What follows belongs to an exercise in optimizing a design on an open flow for small area, a short achievable clock period and few clock cycles; a production flow would make more cautious choices.
The RTL was checked by simulation tests, not by an equivalence proof against the original design.
Power figures rest on the tool's default switching activity, not on a simulated workload.

### flow/config.mk
export PLATFORM = sky130hd
export DESIGN_NAME = prb_link
export DESIGN_NICKNAME = prb_link
export VERILOG_FILES = /design/flow/design.v
export SDC_FILE = /design/flow/constraint.sdc
export NUM_CORES = 4
export LEC_CHECK = 0
export CAP_MARGIN = 20
export CORE_MARGIN = 2
export CORE_UTILIZATION = 40
export PLACE_DENSITY = 0.6
export SLEW_MARGIN = 20
### flow/constraint.sdc
create_clock -name core_clock -period 8.0 [get_ports {clk}]
set_input_delay 1.6000 -clock core_clock [delete_from_list [all_inputs] [get_ports {clk}]]
set_output_delay 1.6000 -clock core_clock [all_outputs]
set_load 0.01 [all_outputs]
### flow/design.v
module prb_link #(
    parameter PANEL_W     = 240,
    parameter PANEL_H     = 240,
    parameter LINE_W      = 160,
    parameter SRC_H       = 144,
    parameter MADCTL_INIT = 8'h00,
    parameter COLMOD_16BPP = 8'h55,
    parameter MS_CYCLES   = 8
) (
    input             clk,
    input             rst,
    input             cmd_valid,
    output            cmd_ready,
    input      [12:0] cmd_addr,
    input      [31:0] cmd_data,
    output reg        rsp_valid,
    output     [7:0]  rsp_code,
    output     [15:0] rsp_off,
    output reg        sck,
    output reg        mosi,
    output reg        dc,
    output reg        csn,
    output reg        rstn,
    output reg        bl
);
    localparam X0 = (PANEL_W - LINE_W) / 2;
    localparam Y0 = (PANEL_H - SRC_H) / 2;
    localparam [3:0] F_NONE        = 4'h0;
    localparam [3:0] F_BAD_ACCESS  = 4'h1;
    localparam [3:0] F_BAD_REG     = 4'h2;
    localparam [3:0] F_NOT_OPEN    = 4'h6;
    localparam [3:0] F_OPEN        = 4'h7;
    localparam [3:0] F_INVERTED    = 4'h8;
    localparam [3:0] F_RANGE       = 4'h9;
    localparam [3:0] F_UNINIT      = 4'hA;
    localparam [3:0] F_PAL_INDEX   = 4'hB;
    localparam [3:0] F_ROW_RANGE   = 4'hE;
    localparam [2:0] S_IDLE = 3'd0;
    localparam [2:0] S_SCAN = 3'd1;
    localparam [2:0] S_NEXT = 3'd2;
    localparam [2:0] S_BYTE = 3'd3;
    localparam [2:0] S_WAIT = 3'd4;
    localparam [2:0] OP_INIT  = 3'd0;
    localparam [2:0] OP_WIN   = 3'd1;
    localparam [2:0] OP_FILL  = 3'd2;
    localparam [2:0] OP_DRAW  = 3'd3;
    localparam [2:0] OP_FRAME = 3'd4;
    localparam [2:0] OP_PIXEL = 3'd5;
    localparam [1:0] IT_BYTE = 2'd0;
    localparam [1:0] IT_RST0 = 2'd1;
    localparam [1:0] IT_RST1 = 2'd2;
    localparam [1:0] IT_END  = 2'd3;
    localparam [4:0] LB_INVALID = 5'h10;
    localparam [4:0] LB_BADHI   = 5'h11;
    reg [4:0]  lb  [0:LINE_W-1];
    reg [15:0] pal [0:15];
    reg [15:0] pal_v;
    reg [7:0]  w_cs, w_ce, w_rs, w_re;
    reg        c_inv, c_rng, r_inv, r_rng;
    reg [15:0] f_col;
    reg [7:0]  f_x, f_y, f_w, f_h;
    reg        f_xb, f_yb, f_wb, f_hb;
    reg        sopen;
    reg        rdy;
    reg [2:0]  st;
    reg [2:0]  op;
    reg [4:0]  step;
    reg [15:0] pd;
    reg [7:0]  col, row;
    reg        half;
    reg [4:0]  lbq;
    reg        scv;
    reg [7:0]  sh;
    reg [2:0]  bc;
    reg        pfe;
    reg [1:0]  pw;
    reg [10:0] wcnt;
    reg [3:0]  rcode;
    reg [12:0] roff;
    assign cmd_ready = rdy;
    assign rsp_code  = {4'h0, rcode};
    assign rsp_off   = {3'b000, roff};
    wire [12:0] a = cmd_addr;
    wire [31:0] d = cmd_data;
    wire        acc = cmd_valid & rdy & ~rst;
    wire        mis    = (a[1:0] != 2'b00);
    wire        is_reg = (a[12:7] == 6'd0) & a[6];           
    wire        is_drw = (a[12:2] == 11'h020);               
    wire        is_pal = (a[12:6] == 7'b0000100);
    wire        is_lb  = (a[12:10] == 3'b100) & (a[9:2] < LINE_W);
    wire [4:0]  rsel   = a[6:2];
    wire [7:0]  lb_i   = a[9:2];
    wire [3:0]  pal_k  = a[5:2];
    wire        lb_we  = acc & ~mis & is_lb;
    wire        pal_we = acc & ~mis & is_pal;
    wire [4:0]  lb_code = (d[7:4] != 4'h0) ? LB_BADHI : {1'b0, d[3:0]};
    wire [15:0] d_lo = d[15:0];
    wire [15:0] d_hi = d[31:16];
    wire        f_wz   = ~f_wb & (f_w == 8'd0);
    wire        f_hz   = ~f_hb & (f_h == 8'd0);
    wire [8:0]  f_xe   = {1'b0, f_x} + {1'b0, f_w};         
    wire [8:0]  f_ye   = {1'b0, f_y} + {1'b0, f_h};
    wire        f_orng = f_xb | f_wb | f_yb | f_hb |
                         (f_xe > PANEL_W) | (f_ye > PANEL_H);
    wire [7:0]  f_ce   = f_x + f_w - 8'd1;
    wire [7:0]  f_re   = f_y + f_h - 8'd1;
    wire [15:0] pcol    = (op == OP_FILL) ? f_col : pal[lbq[3:0]];
    wire [7:0]  pbyte   = half ? pcol[7:0] : pcol[15:8];
    wire        lastc   = (op == OP_DRAW) ? (col == LINE_W - 1) : (col == f_w - 8'd1);
    wire        lastr   = (op == OP_DRAW) | (row == f_h - 8'd1);
    wire        pix     = (op == OP_FILL) | (op == OP_DRAW);
    reg [1:0]  it_k;
    reg [7:0]  it_v;
    reg        it_dc;     
    reg        it_fe;     
    reg [1:0]  it_pw;     
    always @(*) begin
        it_k  = IT_BYTE;
        it_v  = 8'h00;
        it_dc = 1'b1;
        it_fe = 1'b0;
        it_pw = 2'd0;
        case (step)
            5'd0:  it_k = IT_RST0;
            5'd1:  it_k = IT_RST1;
            5'd2:  begin it_v = 8'h01; it_dc = 1'b0; it_fe = 1'b1; it_pw = 2'd1; end
            5'd3:  begin it_v = 8'h11; it_dc = 1'b0; it_fe = 1'b1; it_pw = 2'd2; end
            5'd4:  begin it_v = 8'h3A; it_dc = 1'b0; end
            5'd5:  begin it_v = COLMOD_16BPP; it_fe = 1'b1; end
            5'd6:  begin it_v = 8'h36; it_dc = 1'b0; end
            5'd7:  begin it_v = MADCTL_INIT; it_fe = 1'b1; end
            5'd8:  begin it_v = 8'h2A; it_dc = 1'b0; end
            5'd10: it_v = w_cs;
            5'd12: begin it_v = w_ce; it_fe = 1'b1; end
            5'd13: begin it_v = 8'h2B; it_dc = 1'b0; end
            5'd15: it_v = w_rs;
            5'd17: begin it_v = w_re; it_fe = 1'b1; end
            5'd18: begin it_v = 8'h2C; it_dc = 1'b0; it_fe = 1'b1; end
            5'd19: begin
                if (op == OP_INIT) begin
                    it_v = 8'h13; it_dc = 1'b0; it_fe = 1'b1;
                end else if (pix) begin
                    it_v = pbyte; it_fe = half & lastc & lastr;
                end else
                    it_k = IT_END;
            end
            5'd20: begin
                if (op == OP_INIT) begin
                    it_v = 8'h29; it_dc = 1'b0; it_fe = 1'b1; it_pw = 2'd3;
                end else
                    it_k = IT_END;
            end
            5'd22: begin
                it_v = pd[7:0]; it_dc = 1'b0; it_fe = 1'b1;
                it_pw = (pd[7:0] == 8'h11) ? 2'd3 : 2'd0;
            end
            5'd24: it_v = pd[15:8];
            5'd25: it_v = pd[7:0];
            5'd9, 5'd11, 5'd14, 5'd16: it_v = 8'h00;
            default: it_k = IT_END;
        endcase
    end
    wire need = (st == S_NEXT) |
                ((st == S_BYTE) & sck & (bc == 3'd7) & (pw == 2'd0)) |
                ((st == S_WAIT) & (wcnt == 11'd0));
    integer i;
    always @(posedge clk) begin
        for (i = 0; i < LINE_W; i = i + 1)
            if (rst | (lb_we & (lb_i == i)))
                lb[i] <= rst ? LB_INVALID : lb_code;
    end
    always @(posedge clk) begin
        if (pal_we)
            pal[pal_k] <= d_lo;
        if (rst)
            pal_v <= 16'h0000;
        else if (pal_we)
            pal_v[pal_k] <= 1'b1;
    end
    always @(posedge clk) begin
        lbq <= (col < LINE_W) ? lb[col] : 5'd0;
    end
    always @(posedge clk) begin
        if (rst) begin
            rdy       <= 1'b1;
            st        <= S_IDLE;
            op        <= OP_INIT;
            step      <= 5'd0;
            rsp_valid <= 1'b0;
            rcode     <= 4'h0;
            roff      <= 13'h0;
            sck       <= 1'b0;
            mosi      <= 1'b0;
            dc        <= 1'b1;
            csn       <= 1'b1;
            rstn      <= 1'b1;
            bl        <= 1'b0;
            w_cs <= 8'd0; w_ce <= 8'd0; w_rs <= 8'd0; w_re <= 8'd0;
            c_inv <= 1'b0; c_rng <= 1'b0; r_inv <= 1'b0; r_rng <= 1'b0;
            f_col <= 16'h0;
            f_x <= 8'd0; f_y <= 8'd0; f_w <= 8'd0; f_h <= 8'd0;
            f_xb <= 1'b0; f_yb <= 1'b0; f_wb <= 1'b0; f_hb <= 1'b0;
            sopen     <= 1'b0;
            pfe       <= 1'b0;
            pw        <= 2'd0;
            scv       <= 1'b0;
            half      <= 1'b0;
            col       <= 8'd0;
            row       <= 8'd0;
        end else begin
            rsp_valid <= 1'b0;
            if (acc) begin
                rsp_valid <= 1'b1;
                rcode     <= F_NONE;
                roff      <= 13'h0;
                if (mis) begin
                    rcode <= F_BAD_ACCESS;
                    roff  <= a;
                end else if (is_pal | is_lb) begin
                end else if (is_drw) begin
                    if (sopen) begin
                        rcode <= F_OPEN; roff <= a;
                    end else if (d_lo >= SRC_H) begin
                        rcode <= F_ROW_RANGE; roff <= a;
                    end else begin
                        rsp_valid <= 1'b0;
                        rdy  <= 1'b0;
                        pd   <= d_lo;
                        op   <= OP_DRAW;
                        st   <= S_SCAN;
                        col  <= 8'd0;
                        scv  <= 1'b0;
                    end
                end else if (is_reg) begin
                    case (rsel)
                        5'h10: begin  
                            if (sopen) begin
                                rcode <= F_OPEN; roff <= a;
                            end else begin
                                w_cs <= 8'd0; w_ce <= PANEL_W - 1;
                                w_rs <= 8'd0; w_re <= PANEL_H - 1;
                                c_inv <= 1'b0; c_rng <= 1'b0; r_inv <= 1'b0; r_rng <= 1'b0;
                                rsp_valid <= 1'b0;
                                rdy  <= 1'b0;
                                op   <= OP_INIT;
                                step <= 5'd0;
                                st   <= S_NEXT;
                            end
                        end
                        5'h11: begin  
                            w_cs  <= d[7:0];
                            w_ce  <= d[23:16];
                            c_inv <= (d_lo > d_hi);
                            c_rng <= (d_hi >= PANEL_W);
                        end
                        5'h12: begin  
                            w_rs  <= d[7:0];
                            w_re  <= d[23:16];
                            r_inv <= (d_lo > d_hi);
                            r_rng <= (d_hi >= PANEL_H);
                        end
                        5'h13: begin  
                            if (sopen) begin
                                rcode <= F_OPEN; roff <= a;
                            end else if (c_inv | r_inv) begin
                                rcode <= F_INVERTED; roff <= a;
                            end else if (c_rng | r_rng) begin
                                rcode <= F_RANGE; roff <= a;
                            end else begin
                                rsp_valid <= 1'b0;
                                rdy  <= 1'b0;
                                op   <= OP_WIN;
                                step <= 5'd8;
                                st   <= S_NEXT;
                            end
                        end
                        5'h14: begin  
                            if (sopen) begin
                                rcode <= F_OPEN; roff <= a;
                            end else if (d_lo >= PANEL_W || d_hi >= PANEL_H) begin
                                rcode <= F_RANGE; roff <= a;
                            end else begin
                                w_cs <= d[7:0];   w_ce <= d[7:0];
                                w_rs <= d[23:16]; w_re <= d[23:16];
                                c_inv <= 1'b0; c_rng <= 1'b0; r_inv <= 1'b0; r_rng <= 1'b0;
                                rsp_valid <= 1'b0;
                                rdy  <= 1'b0;
                                op   <= OP_WIN;
                                step <= 5'd8;
                                st   <= S_NEXT;
                            end
                        end
                        5'h15: begin  
                            if (sopen) begin
                                rcode <= F_OPEN; roff <= a;
                            end else begin
                                sopen <= 1'b1;
                                csn   <= 1'b0;
                            end
                        end
                        5'h16: begin  
                            if (!sopen) begin
                                rcode <= F_NOT_OPEN; roff <= a;
                            end else begin
                                rsp_valid <= 1'b0;
                                rdy  <= 1'b0;
                                pd   <= d_lo;
                                op   <= OP_PIXEL;
                                step <= 5'd24;
                                st   <= S_NEXT;
                            end
                        end
                        5'h17: begin  
                            if (!sopen) begin
                                rcode <= F_NOT_OPEN; roff <= a;
                            end else begin
                                sopen <= 1'b0;
                                csn   <= 1'b1;
                            end
                        end
                        5'h18: f_col <= d_lo;
                        5'h19: begin
                            f_x <= d[7:0];   f_xb <= (d[15:8] != 8'd0);
                            f_y <= d[23:16]; f_yb <= (d[31:24] != 8'd0);
                        end
                        5'h1A: begin
                            f_w <= d[7:0];   f_wb <= (d[15:8] != 8'd0);
                            f_h <= d[23:16]; f_hb <= (d[31:24] != 8'd0);
                        end
                        5'h1B: begin  
                            if (sopen) begin
                                rcode <= F_OPEN; roff <= a;
                            end else if (f_wz | f_hz) begin
                                rcode <= F_INVERTED; roff <= a;
                            end else if (f_orng) begin
                                rcode <= F_RANGE; roff <= a;
                            end else begin
                                w_cs <= f_x; w_ce <= f_ce;
                                w_rs <= f_y; w_re <= f_re;
                                c_inv <= 1'b0; c_rng <= 1'b0; r_inv <= 1'b0; r_rng <= 1'b0;
                                rsp_valid <= 1'b0;
                                rdy  <= 1'b0;
                                op   <= OP_FILL;
                                step <= 5'd8;
                                col  <= 8'd0;
                                row  <= 8'd0;
                                half <= 1'b0;
                                st   <= S_NEXT;
                            end
                        end
                        5'h1E: bl <= d[0];  
                        default: begin  
                            if (sopen) begin
                                rcode <= F_OPEN; roff <= a;
                            end else begin
                                rsp_valid <= 1'b0;
                                rdy  <= 1'b0;
                                pd[7:0] <= (rsel == 5'h1C) ? {7'b0010000, d[0]} :
                                           (rsel == 5'h1F) ? {7'b0011100, d[0]} :
                                           {7'b0001000, ~d[0]};
                                op   <= OP_FRAME;
                                step <= 5'd22;
                                st   <= S_NEXT;
                            end
                        end
                    endcase
                end else begin
                    rcode <= F_BAD_REG;
                    roff  <= a;
                end
            end
            if (st == S_SCAN) begin
                col  <= col + 8'd1;
                roff <= {1'b1, 2'b00, col, 2'b00};
                scv  <= 1'b1;
                if (scv) begin
                    if (lbq[4]) begin
                        rcode     <= lbq[0] ? F_PAL_INDEX : F_UNINIT;
                        roff      <= roff;
                        rsp_valid <= 1'b1;
                        rdy       <= 1'b1;
                        st        <= S_IDLE;
                    end else if (!pal_v[lbq[3:0]]) begin
                        rcode     <= F_UNINIT;
                        roff      <= {5'b00001, 2'b00, lbq[3:0], 2'b00};
                        rsp_valid <= 1'b1;
                        rdy       <= 1'b1;
                        st        <= S_IDLE;
                    end else if (col == LINE_W) begin
                        w_cs <= X0;
                        w_ce <= X0 + LINE_W - 1;
                        w_rs <= Y0 + pd[7:0];
                        w_re <= Y0 + pd[7:0];
                        c_inv <= 1'b0; c_rng <= 1'b0; r_inv <= 1'b0; r_rng <= 1'b0;
                        step <= 5'd8;
                        col  <= 8'd0;
                        row  <= 8'd0;
                        half <= 1'b0;
                        st   <= S_NEXT;
                    end
                end
            end
            if (st == S_BYTE) begin
                if (!sck) begin
                    sck <= 1'b1;
                    csn <= 1'b0;
                end else if (bc != 3'd7) begin
                    sck  <= 1'b0;
                    mosi <= sh[6];
                    sh   <= {sh[6:0], 1'b0};
                    bc   <= bc + 3'd1;
                end else begin
                    sck <= 1'b0;
                    if (pw != 2'd0) begin
                        csn  <= 1'b1;
                        pfe  <= 1'b0;
                        pw   <= 2'd0;
                        wcnt <= (pw == 2'd1) ? 11'd1198 :
                                (pw == 2'd2) ? 11'd958 : 11'd959;
                        st   <= S_WAIT;
                    end
                end
            end
            if (st == S_WAIT)
                wcnt <= wcnt - 11'd1;
            if (need) begin
                if (pfe)
                    csn <= 1'b1;
                pfe <= 1'b0;
                step <= step + 5'd1;
                case (it_k)
                    IT_BYTE: begin
                        sh   <= it_v;
                        mosi <= it_v[7];
                        dc   <= it_dc;
                        bc   <= 3'd0;
                        pfe  <= it_fe;
                        pw   <= it_pw;
                        st   <= S_BYTE;
                        if (step == 5'd19 && pix) begin
                            step <= step;
                            if (!half) begin
                                half <= 1'b1;
                            end else begin
                                half <= 1'b0;
                                if (lastc) begin
                                    col <= 8'd0;
                                    if (lastr) step <= 5'd20;
                                    else row <= row + 8'd1;
                                end else
                                    col <= col + 8'd1;
                            end
                        end
                    end
                    IT_RST0: begin
                        rstn <= 1'b0;
                        wcnt <= 11'd799;
                        st   <= S_WAIT;
                    end
                    IT_RST1: begin
                        rstn <= 1'b1;
                        wcnt <= 11'd798;
                        st   <= S_WAIT;
                    end
                    default: begin
                        rsp_valid <= 1'b1;
                        rcode     <= F_NONE;
                        roff      <= 13'h0;
                        rdy       <= 1'b1;
                        st        <= S_IDLE;
                    end
                endcase
            end
        end
    end
endmodule
### flow/run.sh
#!/bin/bash
# synth_recipe.tcl (not shown) runs the flow's synth.tcl, then flattens the netlist and writes it again
# the make line also repeats each setting of config.mk as NAME=value (left out here)
make -C /OpenROAD-flow-scripts/flow DESIGN_CONFIG=/design/flow/config.mk WORK_HOME=/design/flow/orfs CLKGATE_MAP_FILE= SYNTH_SCRIPT=/design/flow/synth_recipe.tcl finish
==> impl_metrics.yaml, run 1 <==
status:
  outcome: "timing/DRC/antenna clean"
power:
  p_per_area_nw_per_um2: 228.1
  leakage_nw: 20.46
  vdd_drop_max_v: 0.0002204
  finalPower_mw: 14.32
worst_setup_path:
  cpMaxStageDelayCell: "dfxtp_1"
  crit_chain: "clkinv_1 -> ha_1 -> or3_1 -> nor4b_1 -> o2111ai_1 -> and2_1 -> o31a_1 -> ha_1 -> nand2_1 -> nor2_1 -> and2_1 -> and3_1 -> inv_1 -> nand2_1 -> a311oi_1"
  reg2reg_depth: 15
  ff2ff_setup_slack_ns: 2.57
  critPathArrivalTime_ns: 6.11
  crit_required_ns: 8.67
  cp_max_fo: 18
  regToRegStartpoint: "step[4]"
  critPathKind: "reg2reg"
  path_delay_family: "simple AND/OR/NAND/NOR gates"
  cp_slowest_stage_delay_ns: 0.79
  reg2reg_to: "row[3]"
  worstSetupEndpointType: "register"
  crit_path_start_kind: "register"
  path_buf_inv: 2
sta:
  period_needed_ns: 5.434
  whs_ns: 0.4552
  post-route-period-util_pct: 67.92
  finalMaxSlewViolations: 0
  rsz0062_at_grt: "false"
  setup_viol: 0
  tightestPinTransition_ns: 1.276
  hold_violations: 0
  clock-skew-final_ns: 0.06368
  setup_ws_ns: 2.566
  max-slew-margin-rel_pct: 14.73
  tns_ns: 0
  clock.fmax_ghz: 0.1840
layout:
  utilization_pct: 45.84
  area_growth_pct: 14.02
  fillers: 12089
  fin_area_sq_um: 62790
  drive_above_1_share_pct: 12.93
  nets: 4372
  instances_no_fill: 6138
clock_network:
  cts_sinks: 1260
  cts_resized: 0
  root_buffer: "clkbuf_16"
  clk_latency_ns: 0.79
  cts_buffers: 132
  cts_tree: "built"
  clk_pin_slew_ns: 0.06
  cts_buffer_depth: 3
  postCtsSetupBuffers: 0
  htreeDepth: 4
  hold_buffers: 0
placement:
  placed_area_sq_um: 58440
  routabilityCongestion: 1.036
  portBuffers: 72
  post-place-ws_ns: 1.980
  hpwl_um: 144100
  dpl.cell_count: 5893
logic_synthesis:
  ys.flop_type: "edfxtp_1"
  ys_seq_area_share_pct: 65.67
  syn_avg_cell_area_sq_um: 13.26
  synth-async-reset-ratio_pct: 0
  syn_area_sq_um: 55070
  syn-instance-count: 4154
  synth_seq_cells: 1260
  synth_edf_count: 1093
  synth.distinct_cells: 99
  ys.warnings.count: 2
route:
  vias: 41319
  vias_per_cell: 6.732
  wire_per_inst_um: 35.77
  drc_errors: 0
  ant_nets: 0
  dr.pass1.iters: 9
  drtIter0Drc: 7600
  routed_wl_um: 219500
worst_hold_path:
  min_path_cells: 2
  min_path_type: "reg2reg"
  hold_end: "f_col[9]"
  min-delay-start: "f_col[9]"
floorplan:
  core_sq_um: 137000
  fp.dieH_um: 375.0
  start_util_pct: 40.20
  pin_count: 80
  die_w_um: 375.0
  die-area_sq_um: 140700
  std_cell_rows: 136
job:
  max_cap_viol_count: 0
global_route:
  grt_usage_pct: 30.52
  grt_pass1_vias: 38603
  antenna_found_initial: 12
  grt_pass1_wl_um: 302900
  grt_remaining_overflow: 0
  grt_max_degree: 161
==> worst reg2reg max path, stage by stage (launching register included) <==
cell and delay (ns):
dfxtp_1 0.79, clkinv_1 0.55, ha_1 0.52, or3_1 0.42, nor4b_1 0.52, o2111ai_1 0.23, and2_1 0.24, o31a_1 0.14
ha_1 0.21, nand2_1 0.31, nor2_1 0.16, and2_1 0.26, and3_1 0.30, inv_1 0.17, nand2_1 0.18, a311oi_1 0.32
==> sequential cells by signal, summed over array words and instances, names as in the netlist, 11 cells and up <==
register,count
pal,256
pd,16
pal_v,16
f_col,16
lb,800
wcnt,11
roff,13
==> per-layer routing <==
metal	part of all wire [%]	up-vias	track usage, %
li1	-	16719	-
met5	0.079	-	0
met2	43	3375	45.33
met3	14	743	9.465
met1	36	20459	39.24
met4	7.0	23	18.20
==> cells by family (layout without fill, tap and decap cells) <==
| group | Yosys count | in the layout | synth area share [%] |
|---|---|---|---|
| AND/OR/NAND/NOR | 1000 | 1000 | 8.891 |
| buffers and inverters | 414 | 593 | 2.942 |
| AO/OA/AOI/OAI | 1227 | 1227 | 15.43 |
| flip-flops | 1260 | 1260 | 65.67 |
| adder cells (fa/ha/maj) | 89 | 89 | 2.077 |
| XOR/XNOR | 45 | 45 | 0.7157 |
| other | 1 | 12 | 0.006810 |
| multiplexers | 118 | 118 | 4.265 |
==> where the power goes <==
part	switching, mW	total, mW	internal, mW
Sequential	0.116	7.53	7.42
Combinational	0.429	0.608	0.179
Clock	2.70	6.18	3.48
==> cell usage after synthesis, types with 12 or more instances <==
master    count  area [sq um]
a211oi_1     30         225.2
a21o_1       23         172.7
a21oi_1     193         965.9
a221oi_1     69         604.3
a222oi_1     44         440.4
a22o_1       39         341.6
a22oi_1     209          1569
a31oi_1      28         175.2
a32oi_1      65         569.3
and2_1       21         131.4
and3_1       19         118.9
buf_1        31         116.4
buf_2        20         100.1
clkbuf_1    249         934.7
dfxtp_1     167          3343
edfxtp_1   1093         32820
ha_1         85          1064
inv_1       101         379.1
mux2i_1      22         220.2
mux4_2       93          2095
nand2_1     281          1055
nand2b_1     24         150.1
nand3_1     119         595.6
nand3b_1     12         90.09
nand4_1      44         275.3
nor2_1      244         915.9
nor2b_1      30         187.7
nor3_1       74         370.4
nor4_1       38         237.7
o211ai_1     19         142.6
o21a_1       14         105.1
o21ai_0     264          1321
o22ai_1     105         656.9
or3_1        16         100.1
or4_1        16         120.1
xnor2_1      28         245.2
xor2_1       17         148.9
==> how the worst max path moves through the flow <==
stage                start  endpoint  cells past startpoint
6_report           step[4]    row[3]                     15
2_1_floorplan  cmd_data[4]  lb[0][3]                      5
4_1_cts        cmd_data[9]   roff[4]                      9
3_5_place_dp   cmd_data[8]   roff[5]                      9
5_1_grt            step[4]    row[2]                     15
3_3_place_gp   cmd_addr[4]       rdy                      9
==> cell usage in the layout (no fill, tap or decap), drive strengths merged, types with 75 or more instances in the layout <==
cell,synthesis,final
edfxtp,1093,1093
nand2,281,281
o21ai,266,266
nor2,245,245
a22oi,209,209
a21oi,193,193
buf,61,180
clkbuf,249,171
dfxtp,167,167
nand3,120,120
inv,101,108
o22ai,105,105
mux4,93,93
ha,85,85
nor3,75,75
==> final cells by class <==
cell class | instances | area (sq um) | share of cell area [%]
flip-flops and latches | 1260 | 36170 | 57.61
multi-input cells | 2486 | 17540 | 27.94
clock buffers | 171 | 3615 | 5.757
well taps | 1794 | 2245 | 3.575
repair buffers | 251 | 2127 | 3.388
clock inverters | 67 | 676.9 | 1.078
inverters | 104 | 399.1 | 0.6357
diodes | 5 | 12.51 | 0.01993
Testbench counts, summed over its fixed seeds: cycles 173,588.
==> inputs of run 2 (changes only) <==
--- a/flow/design.v
+++ b/flow/design.v
@@ -26,4 +26,5 @@
     localparam X0 = (PANEL_W - LINE_W) / 2;
     localparam Y0 = (PANEL_H - SRC_H) / 2;
+    localparam NRING = LINE_W / 16;
     localparam [3:0] F_NONE        = 4'h0;
     localparam [3:0] F_BAD_ACCESS  = 4'h1;
@@ -53,7 +54,13 @@
     localparam [4:0] LB_INVALID = 5'h10;
     localparam [4:0] LB_BADHI   = 5'h11;
-    reg [4:0]  lb  [0:LINE_W-1];
-    reg [15:0] pal [0:15];
-    reg [15:0] pal_v;
+    reg [5*LINE_W-1:0] lbr;      
+    reg [255:0] palr;            
+    reg [15:0]  pal_v;
+    reg [3:0]   ph;
+    reg         sweep;
+    reg         wb_v, wb_p;      
+    reg [7:0]   wb_i;
+    reg [15:0]  wb_d;
+    reg [7:0]   lb_ok;
     reg [7:0]  w_cs, w_ce, w_rs, w_re;
     reg        c_inv, c_rng, r_inv, r_rng;
@@ -71,4 +78,8 @@
     reg [4:0]  lbq;
     reg        scv;
+    reg [3:0]  nidx;
+    reg        ni_v;
+    reg [15:0] pcol;
+    reg        pc_v;
     reg [7:0]  sh;
     reg [2:0]  bc;
@@ -81,4 +92,15 @@
     assign rsp_code  = {4'h0, rcode};
     assign rsp_off   = {3'b000, roff};
+    wire [3:0]  ph_n   = ph + 4'd1;
+    wire        ret    = wb_v & (wb_i[3:0] == ph);
+    wire [15:0] pal_port = palr[15:0];
+    reg  [4:0]  lbp;      
+    integer k;
+    always @(*) begin
+        lbp = 5'd0;
+        for (k = 0; k < NRING; k = k + 1)
+            if (col[7:4] == k)
+                lbp = lbr[16*k*5 +: 5];
+    end
     wire [12:0] a = cmd_addr;
     wire [31:0] d = cmd_data;
@@ -92,9 +114,10 @@
     wire [7:0]  lb_i   = a[9:2];
     wire [3:0]  pal_k  = a[5:2];
-    wire        lb_we  = acc & ~mis & is_lb;
-    wire        pal_we = acc & ~mis & is_pal;
-    wire [4:0]  lb_code = (d[7:4] != 4'h0) ? LB_BADHI : {1'b0, d[3:0]};
     wire [15:0] d_lo = d[15:0];
     wire [15:0] d_hi = d[31:16];
+    wire        wr      = acc & ~mis & (is_lb | is_pal);
+    wire [7:0]  wr_i    = is_pal ? {4'h0, pal_k} : lb_i;
+    wire [4:0]  lb_code = (d[7:4] != 4'h0) ? LB_BADHI : {1'b0, d[3:0]};
+    wire        lb_kg   = (d[7:4] == 4'h0) & pal_v[d[3:0]];
     wire        f_wz   = ~f_wb & (f_w == 8'd0);
     wire        f_hz   = ~f_hb & (f_h == 8'd0);
@@ -105,9 +128,17 @@
     wire [7:0]  f_ce   = f_x + f_w - 8'd1;
     wire [7:0]  f_re   = f_y + f_h - 8'd1;
-    wire [15:0] pcol    = (op == OP_FILL) ? f_col : pal[lbq[3:0]];
-    wire [7:0]  pbyte   = half ? pcol[7:0] : pcol[15:8];
-    wire        lastc   = (op == OP_DRAW) ? (col == LINE_W - 1) : (col == f_w - 8'd1);
-    wire        lastr   = (op == OP_DRAW) | (row == f_h - 8'd1);
-    wire        pix     = (op == OP_FILL) | (op == OP_DRAW);
+    wire g_init  = is_reg & (rsel == 5'h10) & ~sopen;
+    wire g_wapp  = is_reg & (rsel == 5'h13) & ~sopen & ~(c_inv | r_inv) & ~(c_rng | r_rng);
+    wire g_sadr  = is_reg & (rsel == 5'h14) & ~sopen & (d_lo < PANEL_W) & (d_hi < PANEL_H);
+    wire g_pixel = is_reg & (rsel == 5'h16) & sopen;
+    wire g_fgo   = is_reg & (rsel == 5'h1B) & ~sopen & ~f_wz & ~f_hz & ~f_orng;
+    wire g_frame = is_reg & ((rsel == 5'h1C) | (rsel == 5'h1D) | (rsel == 5'h1F)) & ~sopen;
+    wire g_draw  = is_drw & ~sopen & (d_lo < SRC_H);
+    wire op_go   = acc & ~mis & (g_init | g_wapp | g_sadr | g_pixel | g_fgo | g_frame | g_draw);
+    wire [15:0] pc     = (op == OP_FILL) ? f_col : pcol;
+    wire [7:0]  pbyte  = half ? pc[7:0] : pc[15:8];
+    wire        pix    = (op == OP_FILL) | (op == OP_DRAW);
+    wire        lastc  = (op == OP_DRAW) ? (row == LINE_W - 1) : (col == f_w - 8'd1);
+    wire        lastr  = (op == OP_DRAW) | (row == f_h - 8'd1);
     reg [1:0]  it_k;
     reg [7:0]  it_v;
@@ -161,27 +192,73 @@
         endcase
     end
-    wire need = (st == S_NEXT) |
-                ((st == S_BYTE) & sck & (bc == 3'd7) & (pw == 2'd0)) |
-                ((st == S_WAIT) & (wcnt == 11'd0));
-    integer i;
+    wire byte_end = (st == S_BYTE) & sck & (bc == 3'd7);
+    wire need  = (st == S_NEXT) | (byte_end & (pw == 2'd0)) |
+                 ((st == S_WAIT) & (wcnt == 11'd0));
+    wire stall = (step == 5'd19) & (op == OP_DRAW) & ~half & ~pc_v;
+    wire ld    = need & ~stall;
+    wire lo_ld = ld & (step == 5'd19) & pix & half;
+    wire fetch  = (op == OP_DRAW) & (st != S_SCAN) & (st != S_IDLE);
+    wire pal_cap = fetch & ni_v & (~pc_v | lo_ld) & (nidx == ph);
+    wire lb_cap  = fetch & (~ni_v | pal_cap) & (col[3:0] == ph) & (col < LINE_W);
+    wire scan_al  = (col[3:0] == ph);
+    wire scan_bad = (st == S_SCAN) & scv & (lbq[4] | ~pal_v[lbq[3:0]]);
+    wire scan_ok  = (st == S_SCAN) & scv & ~scan_bad & (col == LINE_W);
+    wire op_end    = (ld & (it_k == IT_END)) | scan_bad;
+    wire idle_n    = ((st == S_IDLE) & ~op_go) | op_end;
+    wire nb_v      = wr | (wb_v & ~ret);
+    wire [3:0] nb_i = wr ? wr_i[3:0] : wb_i[3:0];
+    wire buf_ok_n  = ~nb_v | (nb_i == ph_n);
+    wire sweep_n   = sweep & (ph != 4'd15);
+    integer r, s;
     always @(posedge clk) begin
-        for (i = 0; i < LINE_W; i = i + 1)
-            if (rst | (lb_we & (lb_i == i)))
-                lb[i] <= rst ? LB_INVALID : lb_code;
+        for (r = 0; r < NRING; r = r + 1) begin
+            for (s = 0; s < 15; s = s + 1)
+                lbr[(16*r+s)*5 +: 5] <= lbr[(16*r+s+1)*5 +: 5];
+            if (sweep)
+                lbr[(16*r+15)*5 +: 5] <= LB_INVALID;
+            else if (ret & ~wb_p & (wb_i[7:4] == r))
+                lbr[(16*r+15)*5 +: 5] <= wb_d[4:0];
+            else
+                lbr[(16*r+15)*5 +: 5] <= lbr[(16*r)*5 +: 5];
+        end
+        for (s = 0; s < 15; s = s + 1)
+            palr[16*s +: 16] <= palr[16*(s+1) +: 16];
+        palr[16*15 +: 16] <= (ret & wb_p) ? wb_d : pal_port;
     end
     always @(posedge clk) begin
-        if (pal_we)
-            pal[pal_k] <= d_lo;
-        if (rst)
+        lbq <= lbp;
+        if (rst) begin
+            ph    <= 4'd0;
+            sweep <= 1'b1;
+            wb_v  <= 1'b0;
             pal_v <= 16'h0000;
-        else if (pal_we)
-            pal_v[pal_k] <= 1'b1;
-    end
-    always @(posedge clk) begin
-        lbq <= (col < LINE_W) ? lb[col] : 5'd0;
+            lb_ok <= 8'd0;
+        end else begin
+            ph    <= ph_n;
+            sweep <= sweep_n;
+            if (wr) begin
+                wb_v <= 1'b1;
+                wb_p <= is_pal;
+                wb_i <= wr_i;
+                wb_d <= is_pal ? d_lo : {11'd0, lb_code};
+            end else if (ret)
+                wb_v <= 1'b0;
+            if (wr & is_pal)
+                pal_v[pal_k] <= 1'b1;
+            if (wr & is_lb) begin
+                if (lb_i == lb_ok && lb_kg)
+                    lb_ok <= lb_ok + 8'd1;
+                else if (lb_i < lb_ok && !lb_kg)
+                    lb_ok <= lb_i;
+            end
+            if (scan_bad)
+                lb_ok <= roff[9:2];
+            if (scan_ok)
+                lb_ok <= LINE_W;
+        end
     end
     always @(posedge clk) begin
         if (rst) begin
-            rdy       <= 1'b1;
+            rdy       <= 1'b0;
             st        <= S_IDLE;
             op        <= OP_INIT;
@@ -208,8 +285,11 @@
             col       <= 8'd0;
             row       <= 8'd0;
+            ni_v      <= 1'b0;
+            pc_v      <= 1'b0;
         end else begin
             rsp_valid <= 1'b0;
+            rdy       <= idle_n & ~sweep_n & buf_ok_n;
             if (acc) begin
-                rsp_valid <= 1'b1;
+                rsp_valid <= ~op_go;
                 rcode     <= F_NONE;
                 roff      <= 13'h0;
@@ -221,14 +301,26 @@
                     if (sopen) begin
                         rcode <= F_OPEN; roff <= a;
-                    end else if (d_lo >= SRC_H) begin
+                    end else if (!g_draw) begin
                         rcode <= F_ROW_RANGE; roff <= a;
                     end else begin
-                        rsp_valid <= 1'b0;
-                        rdy  <= 1'b0;
                         pd   <= d_lo;
                         op   <= OP_DRAW;
-                        st   <= S_SCAN;
-                        col  <= 8'd0;
+                        col  <= lb_ok;
                         scv  <= 1'b0;
+                        st   <= S_SCAN;
+                        if (lb_ok == LINE_W) begin
+                            w_cs <= X0;
+                            w_ce <= X0 + LINE_W - 1;
+                            w_rs <= Y0 + d[7:0];
+                            w_re <= Y0 + d[7:0];
+                            c_inv <= 1'b0; c_rng <= 1'b0; r_inv <= 1'b0; r_rng <= 1'b0;
+                            step <= 5'd8;
+                            col  <= 8'd0;
+                            row  <= 8'd0;
+                            half <= 1'b0;
+                            ni_v <= 1'b0;
+                            pc_v <= 1'b0;
+                            st   <= S_NEXT;
+                        end
                     end
                 end else if (is_reg) begin
@@ -241,6 +333,4 @@
                                 w_rs <= 8'd0; w_re <= PANEL_H - 1;
                                 c_inv <= 1'b0; c_rng <= 1'b0; r_inv <= 1'b0; r_rng <= 1'b0;
-                                rsp_valid <= 1'b0;
-                                rdy  <= 1'b0;
                                 op   <= OP_INIT;
                                 step <= 5'd0;
@@ -268,6 +358,4 @@
                                 rcode <= F_RANGE; roff <= a;
                             end else begin
-                                rsp_valid <= 1'b0;
-                                rdy  <= 1'b0;
                                 op   <= OP_WIN;
                                 step <= 5'd8;
@@ -278,5 +366,5 @@
                             if (sopen) begin
                                 rcode <= F_OPEN; roff <= a;
-                            end else if (d_lo >= PANEL_W || d_hi >= PANEL_H) begin
+                            end else if (!g_sadr) begin
                                 rcode <= F_RANGE; roff <= a;
                             end else begin
@@ -284,6 +372,4 @@
                                 w_rs <= d[23:16]; w_re <= d[23:16];
                                 c_inv <= 1'b0; c_rng <= 1'b0; r_inv <= 1'b0; r_rng <= 1'b0;
-                                rsp_valid <= 1'b0;
-                                rdy  <= 1'b0;
                                 op   <= OP_WIN;
                                 step <= 5'd8;
@@ -303,6 +389,4 @@
                                 rcode <= F_NOT_OPEN; roff <= a;
                             end else begin
-                                rsp_valid <= 1'b0;
-                                rdy  <= 1'b0;
                                 pd   <= d_lo;
                                 op   <= OP_PIXEL;
@@ -339,6 +423,4 @@
                                 w_rs <= f_y; w_re <= f_re;
                                 c_inv <= 1'b0; c_rng <= 1'b0; r_inv <= 1'b0; r_rng <= 1'b0;
-                                rsp_valid <= 1'b0;
-                                rdy  <= 1'b0;
                                 op   <= OP_FILL;
                                 step <= 5'd8;
@@ -354,6 +436,4 @@
                                 rcode <= F_OPEN; roff <= a;
                             end else begin
-                                rsp_valid <= 1'b0;
-                                rdy  <= 1'b0;
                                 pd[7:0] <= (rsel == 5'h1C) ? {7'b0010000, d[0]} :
                                            (rsel == 5'h1F) ? {7'b0011100, d[0]} :
@@ -371,34 +451,45 @@
             end
             if (st == S_SCAN) begin
-                col  <= col + 8'd1;
-                roff <= {1'b1, 2'b00, col, 2'b00};
-                scv  <= 1'b1;
-                if (scv) begin
+                scv <= scan_al;
+                if (scan_al) begin
+                    col  <= col + 8'd1;
+                    roff <= {1'b1, 2'b00, col, 2'b00};
+                end
+                if (scan_bad) begin
                     if (lbq[4]) begin
-                        rcode     <= lbq[0] ? F_PAL_INDEX : F_UNINIT;
-                        roff      <= roff;
-                        rsp_valid <= 1'b1;
-                        rdy       <= 1'b1;
-                        st        <= S_IDLE;
-                    end else if (!pal_v[lbq[3:0]]) begin
-                        rcode     <= F_UNINIT;
-                        roff      <= {5'b00001, 2'b00, lbq[3:0], 2'b00};
-                        rsp_valid <= 1'b1;
-                        rdy       <= 1'b1;
-                        st        <= S_IDLE;
-                    end else if (col == LINE_W) begin
-                        w_cs <= X0;
-                        w_ce <= X0 + LINE_W - 1;
-                        w_rs <= Y0 + pd[7:0];
-                        w_re <= Y0 + pd[7:0];
-                        c_inv <= 1'b0; c_rng <= 1'b0; r_inv <= 1'b0; r_rng <= 1'b0;
-                        step <= 5'd8;
-                        col  <= 8'd0;
-                        row  <= 8'd0;
-                        half <= 1'b0;
-                        st   <= S_NEXT;
+                        rcode <= lbq[0] ? F_PAL_INDEX : F_UNINIT;
+                        roff  <= roff;
+                    end else begin
+                        rcode <= F_UNINIT;
+                        roff  <= {5'b00001, 2'b00, lbq[3:0], 2'b00};
                     end
+                    rsp_valid <= 1'b1;
+                    st        <= S_IDLE;
+                end else if (scan_ok) begin
+                    w_cs <= X0;
+                    w_ce <= X0 + LINE_W - 1;
+                    w_rs <= Y0 + pd[7:0];
+                    w_re <= Y0 + pd[7:0];
+                    c_inv <= 1'b0; c_rng <= 1'b0; r_inv <= 1'b0; r_rng <= 1'b0;
+                    step <= 5'd8;
+                    col  <= 8'd0;
+                    row  <= 8'd0;
+                    half <= 1'b0;
+                    ni_v <= 1'b0;
+                    pc_v <= 1'b0;
+                    st   <= S_NEXT;
                 end
             end
+            if (lb_cap) begin
+                nidx <= lbp[3:0];
+                ni_v <= 1'b1;
+                col  <= col + 8'd1;
+            end else if (pal_cap)
+                ni_v <= 1'b0;
+            if (pal_cap) begin
+                pcol <= pal_port;
+                pc_v <= 1'b1;
+            end else if (lo_ld)
+                pc_v <= 1'b0;
             if (st == S_BYTE) begin
                 if (!sck) begin
@@ -424,5 +515,7 @@
             if (st == S_WAIT)
                 wcnt <= wcnt - 11'd1;
-            if (need) begin
+            if (need & stall)
+                st <= S_NEXT;
+            if (ld) begin
                 if (pfe)
                     csn <= 1'b1;
@@ -444,5 +537,8 @@
                             end else begin
                                 half <= 1'b0;
-                                if (lastc) begin
+                                if (op == OP_DRAW) begin
+                                    if (lastc) step <= 5'd20;
+                                    else row <= row + 8'd1;
+                                end else if (lastc) begin
                                     col <= 8'd0;
                                     if (lastr) step <= 5'd20;
@@ -467,5 +563,4 @@
                         rcode     <= F_NONE;
                         roff      <= 13'h0;
-                        rdy       <= 1'b1;
                         st        <= S_IDLE;
                     end
--- a/flow/config.mk
+++ b/flow/config.mk
@@ -10,3 +10,4 @@
 export CORE_UTILIZATION = 40
 export PLACE_DENSITY = 0.6
+export SETUP_SLACK_MARGIN = 4.5
 export SLEW_MARGIN = 20
==> impl_metrics.yaml, run 2 <==
logic_synthesis:
  synth_seq_cells: 1321
  syn_avg_cell_area_sq_um: 11.66
  ys.warnings.count: 1
  syn_area_sq_um: 40840
  synth-async-reset-ratio_pct: 0
  synthDominantCellAreaShare_pct: 60.74
  synthTopCellsByCount: "dfxtp_1, nand2_1, a21oi_1, nor2_1, clkbuf_1"
  synth_area_leader_cell: "dfxtp_1"
  yosysMostFrequentCell: "dfxtp_1"
  synth_area_leaders: "dfxtp_1, edfxtp_1, ha_1"
  ys.flop_type: "dfxtp_1"
  synth_edf_count: 82
  synth.distinct_cells: 95
  syn-instance-count: 3501
  ys_seq_area_share_pct: 66.77
clock_network:
  cts_buffers: 120
  clk_pin_slew_ns: 0.06
  root_buffer: "clkbuf_16"
  htreeDepth: 3
  cts_buffer_depth: 3
  clk_latency_ns: 0.73
  cts_tree: "built"
  cts_sinks: 1321
  hold_buffers: 0
layout:
  reg_top3: "lbr x800, palr x256"
  mostFrequentLayoutCells: "dfxtp_1, nand2_1, a21oi_1"
  fillers: 8853
  largest_reg_flops: 800
  area_growth_pct: 23.85
  layout_commonest_cell: "dfxtp_1"
  drive_above_1_share_pct: 19.24
  instances_no_fill: 5210
  max_flop_register: "lbr"
  nets: 3893
worst_setup_path:
  critPathArrivalTime_ns: 4.22
  worstSetupEndpointType: "register"
  path_buf_inv: 6
  crit_required_ns: 8.58
  critPathKind: "in2reg"
  crit_path_start_kind: "input pin"
  cp_max_fo: 14
  cpMaxStageDelayCell: "or4b_2"
  crit_chain: "clkdlybuf4s50_1 -> buf_6 -> nor2b_1 -> o211ai_1 -> buf_4 -> buf_4 -> nor3_4 -> buf_6 -> nand3_4 -> buf_12 -> nand2_2 -> or4b_2 -> o31ai_1"
  path_delay_family: "buffers and inverters"
  cp_slowest_stage_delay_ns: 0.63
job:
  max_cap_viol_count: 0
sta:
  clock-skew-final_ns: 0.05798
  clock.fmax_ghz: 0.2747
  tightestPinTransition_ns: 1.249
  rsz0062_at_grt: "true"
  setup_viol: 0
  hold_violations: 0
  finalMaxSlewViolations: 0
  post-route-period-util_pct: 45.50
  period_needed_ns: 3.640
  max-slew-margin-rel_pct: 15.87
  whs_ns: 0.2809
  tns_ns: 0
floorplan:
  fp.dieH_um: 323.5
  die-area_sq_um: 104700
  start_util_pct: 40.25
  core_sq_um: 101400
  std_cell_rows: 117
  die_w_um: 323.5
  pin_count: 80
power:
  leakage_nw: 19.55
  p_per_area_nw_per_um2: 253.6
  vdd_drop_max_v: 0.0002864
route:
  vias_per_cell: 5.387
  drc_errors: 0
  dr.pass1.iters: 8
  vias: 28065
  wire_per_inst_um: 22.54
  ant_nets: 0
  drtIter0Drc: 3070
  routed_wl_um: 117400
placement:
  routabilityCongestion: 1.048
  dpl.cell_count: 4826
  hpwl_um: 76790
  portBuffers: 72
global_route:
  grt_pass1_vias: 26186
  grt_usage_pct: 21.68
  grt_pass1_wl_um: 169000
  antenna_found_initial: 2
  grt_max_degree: 74
  grt_remaining_overflow: 0
status:
  outcome: "timing/DRC/antenna clean"
worst_hold_path:
  min_path_type: "reg2reg"
run 2: path summary, 6_finish.rpt:
| kind | startpoint | end | slack (ns) | depth (start not counted) |
|---|---|---|---|---|
| max | cmd_data[6] | row[0] | 4.36 | 13 |
| min | lbr[736] | lbr[731] | 0.28 | 0 |
| max reg2reg | step[1] | col[1] | 4.38 | 17 |
| min reg2reg | lbr[736] | lbr[731] | 0.28 | 0 |
run 2: layout make-up:
cell class                 instances  area (sq um)  area share [%]
clock inverter                    48         726.9           1.437
inverter                         124         508.0           1.004
sequential                      1321         27300           53.98
tap                             1368          1712           3.384
multi-input combinational       1897         14060           27.80
clock buffer                     170          3421           6.764
antenna                            2         5.005        0.009896
timing repair buffer             280          2839           5.613
run 2: cell families (layout without fill, tap and decap cells):
group           count (synthesis)  in the layout  share of synthesized area (%)
compound gates                679            679                          11.07
xor+xnor                       79             79                          1.694
fa+ha+maj                     101            101                          3.168
buf+inv                       291            622                          2.807
flops                        1321           1321                          66.77
mux                           112            112                          3.539
other cells                     1              9                       0.009183
simple gates                  917            919                          10.94
run 2: metrics by stage:
step                utilization (%)  power, mW  worst slack, ns  area (sq um)
floorplan                         -      6.927            3.691         41240
global placement              42.65      7.036            2.221         43270
detailed placement            42.65      7.038            2.120         43270
CTS                           48.40      12.91            4.404         49100
global route                  49.85      13.24            4.243         50570
finish                        49.85      12.83            4.360         50570
run 2: routing by layer:
metal / track usage [%] / vias to the layer above / routed length [um]
met5: 0 / - / 0
met2: 31.36 / 1419 / 48860
met1: 29.16 / 13453 / 50380
met4: 12.35 / 0 / 6965
met3: 5.894 / 379 / 11240
li1: - / 12814 / -
run 2: worst register-to-register path, delay by kind of cell, from the launching register on:
kind / cells / cell delay (ns)
AND/OR/NAND/NOR: 8 / 1.77
AO/OA/AOI/OAI: 3 / 0.47
adder cells (fa/ha/maj): 2 / 0.41
flip-flops: 1 / 0.39
buffers and inverters: 3 / 0.30
multiplexers: 1 / 0.17
run 2: timing repair:
action                     4_1_cts  5_1_grt
buffers inserted                68       85
gates cloned                     5        6
hold endpoints to repair         0        0
setup endpoints to repair      270      178
gates resized for setup        301      180
pin swaps                       47       84
run 2: power by group:
group	total [mW]	switching [mW]	internal (mW)
Clock	5.86	2.47	3.39
Combinational	0.302	0.191	0.111
Sequential	6.66	0.0140	6.65
Total	12.8	2.68	10.1
Testbench counts of run 2, summed over its fixed seeds: cycles 170,124.
==> inputs of run 3 (changes only) <==
--- a/flow/config.mk
+++ b/flow/config.mk
@@ -10,4 +10,3 @@
 export CORE_UTILIZATION = 40
 export PLACE_DENSITY = 0.6
-export SETUP_SLACK_MARGIN = 4.5
 export SLEW_MARGIN = 20
==> impl_metrics.yaml, run 3 <==
status:
  outcome: "timing/DRC/antenna clean"
power:
  p_per_area_nw_per_um2: 276.7
  leakage_nw: 18.26
  vdd_drop_max_v: 0.0002189
  finalPower_mw: 13.16
sta:
  finalMaxSlewViolations: 0
  tns_ns: 0
  setup_viol: 0
  tightestPinTransition_ns: 1.145
  hold_violations: 0
  post-route-period-util_pct: 70.77
  clock-skew-final_ns: 0.06896
  clock.fmax_ghz: 0.1766
  max-slew-margin-rel_pct: 23.05
  rsz0062_at_grt: "false"
  period_needed_ns: 5.662
  setup_ws_ns: 2.338
logic_synthesis:
  synth_edf_count: 82
  synth.distinct_cells: 95
  synth_area_leader_cell: "dfxtp_1"
  syn_avg_cell_area_sq_um: 11.66
  ys.flop_type: "dfxtp_1"
  synth_seq_cells: 1321
  ys.warnings.count: 1
  syn_area_sq_um: 40840
  synthDominantCellAreaShare_pct: 60.74
  synth-async-reset-ratio_pct: 0
  syn-instance-count: 3501
  synth_area_leaders: "dfxtp_1, edfxtp_1, ha_1"
  synthTopCellsByCount: "dfxtp_1, nand2_1, a21oi_1, nor2_1, clkbuf_1"
  yosysMostFrequentCell: "dfxtp_1"
  ys_seq_area_share_pct: 66.77
floorplan:
  die-area_sq_um: 104700
  core_sq_um: 101400
  pin_count: 80
  start_util_pct: 40.25
  std_cell_rows: 117
  fp.dieH_um: 323.5
  die_w_um: 323.5
clock_network:
  htreeDepth: 3
  root_buffer: "clkbuf_16"
  cts_tree: "built"
  clk_pin_slew_ns: 0.06
  cts_buffers: 121
  clk_latency_ns: 0.72
  cts_sinks: 1321
  cts_resized: 0
  postCtsSetupBuffers: 0
  cts_buffer_depth: 3
  hold_buffers: 0
route:
  routed_wl_um: 112300
  dr.pass1.iters: 6
  wire_per_inst_um: 22.18
  drc_errors: 0
  vias: 26663
  ant_nets: 0
  drtIter0Drc: 2587
  vias_per_cell: 5.267
layout:
  diodes: 0
  area_growth_pct: 16.48
  largest_reg_flops: 800
  fin_area_sq_um: 47560
  reg_top3: "lbr x800, palr x256"
  layout_commonest_cell: "dfxtp_1"
  max_flop_register: "lbr"
  drive_above_1_share_pct: 9.935
  utilization_pct: 46.88
  nets: 3738
  fillers: 9102
  mostFrequentLayoutCells: "dfxtp_1, nand2_1, a21oi_1"
placement:
  routabilityCongestion: 0.9944
  hpwl_um: 78910
  post-place-ws_ns: 1.717
  portBuffers: 72
  placed_area_sq_um: 43050
worst_setup_path:
  crit_required_ns: 8.29
  critPathKind: "in2reg"
  worstSetupEndpointType: "register"
  critPathArrivalTime_ns: 5.95
  cp_max_fo: 17
  crit_path_start_kind: "input pin"
  ff2ff_setup_slack_ns: 2.99
job:
  max_cap_viol_count: 0
global_route:
  grt_pass1_wl_um: 166000
  grt_busiest_layer: "met2"
  grt_max_degree: 63
  grt_remaining_overflow: 0
  grtUsageMet2_pct: 31.81
  grt_util_met1_pct: 29.00
  grt_usage_pct: 21.34
  antenna_found_initial: 11
  grt_pass1_vias: 25272
  grt_use_met3_pct: 4.707
worst_hold_path:
  min_path_type: "reg2reg"
## run 3: cell counts after synthesis
Identical to the previous run, type by type.
## run 3: layout make-up
cell class	instances	area (sq um)	share of cell area [%]
Clock buffer	157	3467	7.289
Clock inverter	71	1042	2.191
Inverter	124	465.4	0.9786
Multi-Input combinational cell	1895	12480	26.25
Sequential cell	1321	27270	57.33
Tap cell	1368	1712	3.599
Timing Repair Buffer	126	1124	2.362
## run 3: where the power goes
group | internal [mW] | leakage (nW) | total (mW) | switching [mW]
Clock | 3.73 | 2.20 | 6.27 | 2.53
Sequential | 6.65 | 10.8 | 6.66 | 0.0128
Combinational | 0.0766 | 5.31 | 0.233 | 0.157
Total | 10.5 | 18.3 | 13.2 | 2.70
## run 3: cell families after synthesis
logic type,after synthesis,synth area share [%]
flops,1321,66.77
mux,112,3.539
xor+xnor,79,1.694
simple gates,917,10.94
buf+inv,291,2.807
compound gates,679,11.07
fa+ha+maj,101,3.168
other cells,1,0.009183
## run 3: layer usage
| metal | routed length (um) | vias to the layer above |
|---|---|---|
| met3 | 8595 | 285 |
| met2 | 47730 | 1021 |
| li1 | - | 12501 |
| met4 | 6493 | 10 |
| met1 | 49380 | 12846 |
| met5 | 65 | - |
## run 3: path summary, 6_finish.rpt
path	endpoint	startpoint	depth (start not counted)
max reg2reg	col[5]	step[2]	15
min reg2reg	palr[36]	palr[52]	0
min	palr[36]	palr[52]	0
max	pd[5]	cmd_addr[2]	9
## run 3: metrics by stage
step	hold slack [ns]	std cells
6_report	0.2898	5062
5_1_grt	0.2781	5062
4_1_cts	0.2822	5062
3_5_place_dp	0.3121	4834
3_3_place_gp	0.3097	4834
2_1_floorplan	0.3096	3507
## run 3: critical path, cell delays in order
cell	delay, ns
clkdlybuf4s50_1	0.64
inv_1	0.27
ha_1	0.64
or3b_1	0.48
or4_4	0.68
nor3_4	0.40
o21ai_0	0.23
or3_1	0.48
nor2_1	0.52

-- what the ideal ports hide --
The results above use ideal ports. As a check the final layouts listed here were re-extracted and re-timed, cells and wires unchanged.
Step 1 assumes that a clkbuf_16 drives the clock port and a buf_2 every other input.
Step 2 also shifts input and output timing later by t, the mid clock arrival at the registers, as if the neighbouring blocks saw the same clock.
a / b / c = ideal ports / drivers / drivers and shift; a / b = the first two.
run	t, ns	setup slack, ns	worst slew at a driven data input, ns
run 1	0.839	2.566 / 2.566 / 1.897	0.14
run 2	0.767	4.360 / 4.379 / 3.624	0.15
run 3	0.746	2.338 / 2.294 / 1.548	0.16
After both steps every run listed still meets setup and hold. The setup slack of run 3, which loses most, moves by -0.044 ns with the drivers and by -0.790 ns with both steps.
